Context: an optimization exercise on an open-source flow, tuned for small area. The choices shown serve that exercise and are no tape-out recipe. In this exercise RTL edits were held to simulation tests only and were not proved equivalent to the original. No activity file was given, so power comes from the tool's default toggle rates.

// iris_core
module iris_core (
    input  wire        clk,
    input  wire        rst,         
    input  wire        cmd_valid,
    output wire        cmd_ready,
    input  wire [39:0] cmd,
    output reg         rsp_valid,
    output wire [39:0] rsp
);
Size in the first run: ~1400 cells after synthesis, ~560 flip-flops, about 85 I/O pins, roughly 16000 sq um of cells after synthesis.
export LEC_CHECK = 0
export CAP_MARGIN = 20
export CORE_MARGIN = 2
export CORE_UTILIZATION = 65
export PLACE_DENSITY = 0.8
export SLEW_MARGIN = 20
create_clock -name core_clock -period 10.0 [get_ports {clk}]
standard.sh (not shown) runs the stock make flow with config.mk's settings and CLKGATE_MAP_FILE= SYNTH_SCRIPT=/design/flow/synth_recipe.tcl, a recipe that flattens the netlist after the stock synthesis.
==> flow/flow/run.sh <==
#!/bin/bash
# Own layout flow: the standard ORFS flow, with an area-oriented ABC
# script in synthesis and CTS arguments from flow/cts_args (if present).
# Each tool's full output goes to a log file in the work folder.
set -euo pipefail
W=$(pwd)
export AREA_ABC_SCRIPT=$W/flow/area.abc
export FLOW_SYNTH_TCL=$W/synth_recipe.tcl
# flow settings from the standard flow's config.mk, also on make's command line (as standard.sh does)
knobs=()
while read -r k v; do
  knobs+=("$k=$v")
done < <(sed -n 's/^export \(CAP_MARGIN\|CORE_MARGIN\|CORE_UTILIZATION\|PLACE_DENSITY\|SLEW_MARGIN\|CTS_CLUSTER_SIZE\|CTS_CLUSTER_DIAMETER\|CTS_BUF_LIST\|DIE_AREA\|CORE_AREA\|GPL_TIMING_DRIVEN\|GPL_ROUTABILITY_DRIVEN\) = \(.*\)$/\1 \2/p' config.mk)
export SKIP_REPAIR_TIE_FANOUT=1
# every port keeps its buffer; the smallest buffer cell is enough here
export BUFFER_PORTS_ARGS="-buffer_cell sky130_fd_sc_hd__buf_1"
if [[ -f flow/cts_args ]]; then
  export CTS_ARGS="$(cat flow/cts_args)"
fi
make -C "$FLOW_HOME" DESIGN_CONFIG="$W/config.mk" WORK_HOME="$W/orfs" CLKGATE_MAP_FILE= \
  SYNTH_SCRIPT="$W/flow/synth.tcl" "${knobs[@]}" finish > "$W/make_flow.log" 2>&1
R="$W/orfs/results/${FLOW_PLATFORM:-sky130hd}/iris_core/base"
: # left out here: write the final layout as DEF
==> flow/flow/area.abc <==
strash
&get -n
&deepsyn -T 20
&put
dch -f
amap
topo
==> flow/flow/cts_args <==
-sink_clustering_enable -repair_clock_nets -dont_use_dummy_load -sink_clustering_size 30 -sink_clustering_max_diameter 90
==> flow/flow/synth.tcl <==
# Standard synthesis (synth_recipe.tcl, sourced below) with one change: the
# combinational mapping runs an area-oriented ABC script (flow/area.abc)
# instead of ORFS's delay-oriented one. Registers are mapped before ABC
# runs and ABC never sees them, so they are the standard synthesis's.
proc abc {args} {
  set i [lsearch $args -script]
  if {$i >= 0} {
    set args [lreplace $args [expr {$i + 1}] [expr {$i + 1}] $::env(AREA_ABC_SCRIPT)]
  }
  puts "area flow: abc $args"
  yosys abc {*}$args
}
source $::env(FLOW_SYNTH_TCL)
The baseline completed with no timing, DRC or antenna violations.
Change:
--- a/flow/flow/run.sh
+++ b/flow/flow/run.sh
@@ -1,5 +1,7 @@
 #!/bin/bash
 # Own layout flow: the standard ORFS flow, with an area-oriented ABC
-# script in synthesis and CTS arguments from flow/cts_args (if present).
+# script in synthesis (flow/area.abc, adders left to ABC), port buffers of
+# the smallest buffer cell, one tie cell for the constant outputs, and CTS
+# arguments from flow/cts_args (no dummy loads, larger sink clusters).
 # Each tool's full output goes to a log file in the work folder.
 set -euo pipefail
@@ -18,6 +20,8 @@
   export CTS_ARGS="$(cat flow/cts_args)"
 fi
+# ADDER_MAP_FILE empty: adders are left to ABC instead of being mapped to
+# half/full adder cells first (smaller here)
 make -C "$FLOW_HOME" DESIGN_CONFIG="$W/config.mk" WORK_HOME="$W/orfs" CLKGATE_MAP_FILE= \
-  SYNTH_SCRIPT="$W/flow/synth.tcl" "${knobs[@]}" finish > "$W/make_flow.log" 2>&1
+  ADDER_MAP_FILE= SYNTH_SCRIPT="$W/flow/synth.tcl" "${knobs[@]}" finish > "$W/make_flow.log" 2>&1
 R="$W/orfs/results/${FLOW_PLATFORM:-sky130hd}/iris_core/base"
 : # left out here: write the final layout as DEF
==> flow/flow/area.abc (replaced) <==
strash
&get -n
&deepsyn -T 20
&put
dch -f
amap
strash
&get -n
&deepsyn -T 20
&put
dch -f
amap
topo
The new run finished clean.
Wire length decreases by roughly a tenth.
Sequential share of layout area increases by 1.8 points.
Die area decreases by a few percent.
Non-clock buffer count stays the same.
Sequential power barely changes.
Global-route usage decreases by 4.0 points.

Setup of rev 12:
iris_core, a different RTL version from the one above (not shown whole).
Size: roughly 1500 cells after synthesis, ~85 I/O pins, roughly 17000 µm² of cells after synthesis.
==> flow/design.v (excerpt) <==
module iris_core (
    input  wire        clk,
    input  wire        rst,         
    input  wire        cmd_valid,
    output wire        cmd_ready,
    input  wire [39:0] cmd,
    output reg         rsp_valid,
    output wire [39:0] rsp
);
export LEC_CHECK = 0
export CAP_MARGIN = 20
export CORE_MARGIN = 2
export CORE_UTILIZATION = 60
export PLACE_DENSITY = 0.75
export SLEW_MARGIN = 20
create_clock -name core_clock -period 10.0 [get_ports {clk}]
==> flow/flow/run.sh <==
#!/bin/bash
# Own layout flow: the standard ORFS flow, with an area-oriented ABC
# script in synthesis and CTS arguments from flow/cts_args (if present).
# Each tool's full output goes to a log file in the work folder.
set -euo pipefail
W=$(pwd)
export AREA_ABC_SCRIPT=$W/flow/area.abc
export FLOW_SYNTH_TCL=$W/synth_recipe.tcl
# flow settings from the standard flow's config.mk, also on make's command line (as standard.sh does)
knobs=()
while read -r k v; do
  knobs+=("$k=$v")
done < <(sed -n 's/^export \(CAP_MARGIN\|CORE_MARGIN\|CORE_UTILIZATION\|PLACE_DENSITY\|SLEW_MARGIN\|CTS_CLUSTER_SIZE\|CTS_CLUSTER_DIAMETER\|CTS_BUF_LIST\|DIE_AREA\|CORE_AREA\|GPL_TIMING_DRIVEN\|GPL_ROUTABILITY_DRIVEN\) = \(.*\)$/\1 \2/p' config.mk)
export SKIP_REPAIR_TIE_FANOUT=1
# every port keeps its buffer; the smallest buffer cell is enough here
export BUFFER_PORTS_ARGS="-buffer_cell sky130_fd_sc_hd__buf_1"
if [[ -f flow/cts_args ]]; then
  export CTS_ARGS="$(cat flow/cts_args)"
fi
make -C "$FLOW_HOME" DESIGN_CONFIG="$W/config.mk" WORK_HOME="$W/orfs" CLKGATE_MAP_FILE= \
  SYNTH_SCRIPT="$W/flow/synth.tcl" "${knobs[@]}" finish > "$W/make_flow.log" 2>&1
R="$W/orfs/results/${FLOW_PLATFORM:-sky130hd}/iris_core/base"
: # left out here: write the final layout as DEF
==> flow/flow/area.abc <==
strash
&get -n
&deepsyn -T 20
&put
dch -f
amap
topo
==> flow/flow/cts_args <==
-sink_clustering_enable -repair_clock_nets -dont_use_dummy_load -sink_clustering_size 28 -sink_clustering_max_diameter 100
Scripts as last shown in full above: flow/flow/synth.tcl
The inputs of rev 13 differ from those of rev 12 as listed below.
- changing PLACE_DENSITY from 0.75 to 0.6
- changing CORE_UTILIZATION from 60 to 40
==> flow/flow/cts_args <==
-sink_clustering_enable -repair_clock_nets -dont_use_dummy_load -sink_clustering_size 24 -sink_clustering_max_diameter 120
==> run summary <==
Changes observed in rev 13 relative to rev 12: detail-routed net length per standard cell -4.0%, sequential fraction of total cell area -1.0 points. Compared with rev 12, rev 13 shows via count of the first global-routing pass lower by about 2.8%. As far as aggregate global routing overflow goes, rev 12 and rev 13 are indistinguishable; the numbers are identical. Summary — critical path depth, rev 13 relative to rev 12: higher, by 1. Taking rev 12 as the reference, in rev 13 via count shrank by 2.0%, final area grew by 280 µm², total power grew by 0.073 mW.

re-timing with driven ports:
No port has a modelled driver above. Below, the same layouts with a new extraction and two added sets of constraints. Step 1, drivers: a clkbuf_16 drives clk and a buf_2 each remaining input, both assumed. Step 2 adds t to the input delays and takes it off the output delays; t is the mean of the earliest and latest rising clock arrival at the registers after step 1. Input paths then give back, and output paths get back, about the clock's delay inside the block. Slacks: ideal ports / drivers / drivers and shift; pairs: ideal ports / drivers.
| run | t, ns | setup WS [ns] | worst setup path at the end | clock arrival spread, ns | worst register clock-pin slew, ns |
|---|---|---|---|---|---|
| the first run of note 1 | 0.579 | 2.362 / 2.342 / 2.154 | input to register | 0.103 / 0.103 | 0.12 / 0.12 |
| the second run of note 1 | 0.581 | 2.489 / 2.457 / 2.315 | input to register | 0.049 / 0.048 | 0.11 / 0.11 |
| rev 12 | 0.596 | 2.316 / 2.294 / 1.878 | input to register | 0.075 / 0.075 | 0.11 / 0.11 |
| rev 13 | 0.624 | 2.116 / 2.063 / 1.766 | input to register | 0.046 / 0.046 | 0.10 / 0.10 |
After both steps every run listed still meets setup and hold. The setup slack of rev 12, which loses most, moves by -0.022 ns with the drivers and by -0.438 ns with both steps.
